This design comes from an exercise in tuning for a short achievable clock period and few clock cycles on the open sky130 flow, not from production work. At most, simulation tests tie the RTL to the original design; equivalence was not proved. No activity file was given, so power comes from the tool's default toggle rates.

## cvb
module cvb (
    input  wire        clk,
    input  wire        rst,           
    input  wire        host_wr,
    input  wire [2:0]  host_waddr,
    input  wire [15:0] host_wdata,
    input  wire [2:0]  host_raddr,
    output wire [15:0] host_rdata,
    output wire        busy,
    output wire [2:0]  outcome,
    output wire        mem_en,
    output wire        mem_we,
    output wire [15:0] mem_addr,
    output wire [7:0]  mem_wdata,
    input  wire [7:0]  mem_rdata,
    output wire        poll_en,
    output wire [1:0]  poll_sel,      
    input  wire        poll_ans,
    output wire        put_en,
    output wire [7:0]  put_data,
    output wire        get_en,
    input  wire [7:0]  get_data,
    output wire        chs_valid,
    output wire [7:0]  chs_data,
    input  wire        chs_ready,
    input  wire        chs_err,
    input  wire        chr_valid,
    input  wire [7:0]  chr_data,
    input  wire        chr_err,
    output wire        chr_ready
);
For scale: ~3000 cells after synthesis, about 460 flip-flops, ~0.028 mm^2 of cells after synthesis.
clock: 6.0 ns
lec_check: 0
cap_margin: 20
core_margin: 2
core_utilization: 50
place_density: 0.65
setup_slack_margin: 3.0
slew_margin: 20
synth_hierarchical: 1
synth_minimum_keep_size: 0
run.sh (not shown) runs the stock make flow with config.mk's settings and CLKGATE_MAP_FILE= SYNTH_SCRIPT=/design/flow/synth_recipe.tcl, a recipe that flattens the netlist after the stock synthesis.
Testbench counts at the start, summed over its fixed seeds: cycles 34,524.
Then changed:
Settings changed: CORE_UTILIZATION 50 to 60, PLACE_DENSITY 0.65 to 0.7, SETUP_SLACK_MARGIN 3.0 to 3.2.
After rerunning: The new run ran to the end with no violations; flip-flop and latch count does not change; clock power went down by 7.4%; final area rose by 6.3%.
Then changed:
Settings changed: SETUP_SLACK_MARGIN 3.2 to 2.8.
After rerunning: Power increases by about 0.5%. Final area decreases by about 10%. Worst setup slack gets better by 0.19 ns. Non-clock buffer count decreases by 183. Final cell count decreases by 4.8%. Register-to-register slack gets worse by 0.25 ns.
Then changed:
Settings changed: CORE_UTILIZATION 60 to 55, SETUP_SLACK_MARGIN 2.8 to 3.0.
What happened: Via count came out higher by 0.86%; fmax is about the same; design area came out higher by about 4.3%; worst hold slack gets better by 0.0036 ns; die area came out higher by 8.9%; global-route usage came out lower by 1.0 points; clock skew came out lower by 0.015 ns; routed wire length came out higher by about 3.6%; synthesized area is unchanged; cell count came out higher by 3.7%.

========
## the baseline
Another version of the RTL of cvb (not shown whole).
For scale: ~2900 cells after synthesis, ~450 flip-flops, about 120 I/O pins, about 0.027 mm^2 of cells after synthesis.
clock: 6.0 ns
lec_check: 0
cap_margin: 20
core_margin: 2
core_utilization: 40
place_density: 0.6
setup_slack_margin: 2.5
slew_margin: 20
synth_hierarchical: 1
synth_minimum_keep_size: 0
Per the final summary, the baseline finished and its layout is clean on timing, DRC and antenna.
Testbench counts of the baseline, summed over its fixed seeds: cycles 34,688.
Relative to the baseline, the following input files were edited for the candidate:
# the baseline
export LEC_CHECK = 0
export CAP_MARGIN = 20
export CORE_MARGIN = 2
export CORE_UTILIZATION = 40
export PLACE_DENSITY = 0.6
export SETUP_SLACK_MARGIN = 2.5
export SLEW_MARGIN = 20
export SYNTH_HIERARCHICAL = 1
export SYNTH_MINIMUM_KEEP_SIZE = 0
create_clock -name core_clock -period 6.0 [get_ports {clk}]
# the candidate
export LEC_CHECK = 0
export CAP_MARGIN = 20
export CORE_MARGIN = 2
export CORE_UTILIZATION = 60
export PLACE_DENSITY = 0.7
export SETUP_SLACK_MARGIN = 3.0
export SLEW_MARGIN = 20
export SYNTH_HIERARCHICAL = 1
export SYNTH_MINIMUM_KEEP_SIZE = 0
create_clock -name core_clock -period 6.0 [get_ports {clk}]
--- outcome ---
The candidate vs the baseline: signal arrival time at the worst endpoint down in the candidate. In the metrics for the baseline and the candidate, the one carrying the lower power share of the clock group is the candidate. Combinational share of power is higher on the candidate. The candidate vs the baseline — final-layout clock buffer total climbed by a few percent. Number of buffers created by CTS (the baseline / the candidate): 1.08. Comparing fraction of met2 tracks used by global routing for the baseline and the candidate, the bigger number came from the candidate. Design area of the candidate exceeds that of the baseline by a few percent. The first-iteration detailed-routing DRC count of the candidate is higher than that of the baseline. On wire length of the first global-routing pass, the lower figure sits with the candidate, not the baseline. Clock period minus final worst setup slack | the candidate below the baseline. The total wirelength of the detailed-routed design reported for the candidate is greater than that of the baseline by 1900 um.

========
raven:
cvb with an RTL version that a note above also has.
Size: roughly 3000 cells after synthesis, roughly 0.028 sq mm of cells after synthesis.
Settings: LEC_CHECK=0, CAP_MARGIN=20, CORE_MARGIN=2, CORE_UTILIZATION=65, PLACE_DENSITY=0.72, SETUP_SLACK_MARGIN=3.0, SLEW_MARGIN=20, SYNTH_HIERARCHICAL=1, SYNTH_MINIMUM_KEEP_SIZE=0; clock period 6.0 ns.
raven: flow completed, timing, DRC and antenna clean
Testbench counts of raven, summed over its fixed seeds: cycles 34,524.
The following lists how zinc was set up differently from raven:
--- a/flow/config.mk
+++ b/flow/config.mk
@@ -9,4 +9,4 @@
 export CORE_MARGIN = 2
-export CORE_UTILIZATION = 65
-export PLACE_DENSITY = 0.72
+export CORE_UTILIZATION = 60
+export PLACE_DENSITY = 0.7
 export SETUP_SLACK_MARGIN = 3.0
Results
| hold slack | raven vs zinc | ≈ equal |. Looking at placeable core area, zinc sits 0.0035 sq mm above raven. zinc vs raven, slew of the pin with the lowest slew margin went up by 100 ps. raven → zinc: ratio of routed vias to standard cells decreased by about 2.6% relative to the old numbers, critical path depth decreased by 1 relative to the old numbers, via count of the first global-routing pass decreased by 386 relative to the old numbers. Compared with raven, maximum resistive drop on vdd in zinc increased by a few percent. Delta (zinc minus raven): total track usage now smaller; combinational power now smaller; non-clock buffer count now smaller; via count now smaller.

========
Setup of run 3:
Starting RTL as in the previous note.
// cvb
module cvb (
    input  wire        clk,
    input  wire        rst,           
    input  wire        host_wr,
    input  wire [2:0]  host_waddr,
    input  wire [15:0] host_wdata,
    input  wire [2:0]  host_raddr,
    output wire [15:0] host_rdata,
    output wire        busy,
    output wire [2:0]  outcome,
    output wire        mem_en,
    output wire        mem_we,
    output wire [15:0] mem_addr,
    output wire [7:0]  mem_wdata,
    input  wire [7:0]  mem_rdata,
    output wire        poll_en,
    output wire [1:0]  poll_sel,      
    input  wire        poll_ans,
    output wire        put_en,
    output wire [7:0]  put_data,
    output wire        get_en,
    input  wire [7:0]  get_data,
    output wire        chs_valid,
    output wire [7:0]  chs_data,
    input  wire        chs_ready,
    input  wire        chs_err,
    input  wire        chr_valid,
    input  wire [7:0]  chr_data,
    input  wire        chr_err,
    output wire        chr_ready
);
export LEC_CHECK = 0
export CAP_MARGIN = 20
export CORE_MARGIN = 2
export CORE_UTILIZATION = 60
export PLACE_DENSITY = 0.7
export SETUP_SLACK_MARGIN = 3.4
export SLEW_MARGIN = 20
export SYNTH_HIERARCHICAL = 1
export SYNTH_MINIMUM_KEEP_SIZE = 0
create_clock -name core_clock -period 6.0 [get_ports {clk}]
The final layout from run 3, which completed every stage, passed the timing, DRC and antenna checks at the end of the flow.
Testbench counts of run 3, summed over its fixed seeds: cycles 34,524.
For run 5, these inputs were changed with respect to run 3:
- SETUP_SLACK_MARGIN now 3.0, was 3.4
- PLACE_DENSITY now 0.78, was 0.7
Findings:
In run 5, the proportion of layout cells with a drive suffix above 1 came out 13 points below the value in run 3. Sort run 5 and run 3 by final cell utilization of the core desc -> top: run 3. Compared run 3 against run 5; register area within noise. Per the comparison of run 5 with run 3, cell depth of the worst setup path +1, final worst setup slack +0.10 ns. Compared run 5 vs run 3, and part of the power in the clock network is down in run 5.

========
cvb, a different RTL version from the one above (not shown whole).
Size in the first run: roughly 2,700 cells after synthesis, roughly 370 flip-flops, about 120 I/O pins, ~0.024 sq mm of cells after synthesis.
==> flow/config.mk <==
export PLATFORM = sky130hd
export DESIGN_NAME = cvb
export DESIGN_NICKNAME = cvb
export VERILOG_FILES = /design/flow/design.v
export SDC_FILE = /design/flow/constraint.sdc
export NUM_CORES = 4
export LEC_CHECK = 0
export ABC_CLOCK_PERIOD_IN_PS = 1500
export CAP_MARGIN = 20
export CORE_MARGIN = 2
export CORE_UTILIZATION = 40
export PLACE_DENSITY = 0.6
export SETUP_SLACK_MARGIN = 3.5
export SLEW_MARGIN = 20
==> flow/constraint.sdc <==
create_clock -name core_clock -period 6.0 [get_ports {clk}]
set_input_delay 1.2000 -clock core_clock [delete_from_list [all_inputs] [get_ports {clk}]]
set_output_delay 1.2000 -clock core_clock [all_outputs]
set_load 0.01 [all_outputs]
Edit:
Settings changed: ABC_CLOCK_PERIOD_IN_PS 1500 to 100, SETUP_SLACK_MARGIN 3.5 to 3.0.
After rerunning: The new run completed with no timing, DRC or antenna violations. Via count came out lower by 4.5%. Die area does not change. Area after synthesis does not change. Final area came out lower by 8.4%.
No run of this note included a check of the RTL's function; only the layout flow was run.

==> what the ideal ports hide <==
Ports are ideal in the flow. The routed layouts listed here were re-timed in OpenROAD.
Step 1: set_driving_cell puts a clkbuf_16 on clk and a buf_2 on each other input, an assumption about the parent block.
Step 2 also shifts input and output timing later by t, the mid clock arrival at the registers, as if the neighbouring blocks saw the same clock.
a / b / c = no drivers / after step 1 / after step 2; a / b = the first two.
| run | t, ns | setup WS [ns] | worst setup path after step 2 | latest minus earliest clock arrival (ns) |
|---|---|---|---|---|
| the first run of note 1 | 0.682 | 2.751 / 2.364 / 2.339 | input to register | 0.038 / 0.038 |
| the second run of note 1 | 0.693 | 2.573 / 2.333 / 2.195 | input to register | 0.041 / 0.041 |
| the third run of note 1 | 0.672 | 2.760 / 2.445 / 2.105 | input to register | 0.032 / 0.032 |
| the fourth run of note 1 | 0.677 | 2.766 / 2.382 / 2.290 | input to register | 0.017 / 0.017 |
| the baseline | 0.673 | 2.510 / 2.291 / 1.989 | input to register | 0.024 / 0.024 |
| the candidate | 0.668 | 2.656 / 2.389 / 2.256 | input to register | 0.034 / 0.034 |
| raven | 0.676 | 2.729 / 2.438 / 2.307 | input to register | 0.031 / 0.031 |
| zinc | 0.676 | 2.778 / 2.443 / 2.343 | input to register | 0.034 / 0.034 |
| run 3 | 0.689 | 2.496 / 2.238 / 2.173 | input to register | 0.021 / 0.022 |
| run 5 | 0.695 | 2.596 / 2.436 / 2.342 | input to register | 0.025 / 0.025 |
| the first run of note 5 | 0.653 | 2.503 / 2.469 / 2.166 | input to register | 0.021 / 0.021 |
| the second run of note 5 | 0.649 | 2.478 / 2.419 / 2.252 | input to register | 0.018 / 0.019 |
After both steps every run listed still meets setup and hold. For the third run of note 1, which loses most, drivers alone change the setup slack by -0.315 ns; drivers and shift together by -0.655 ns.
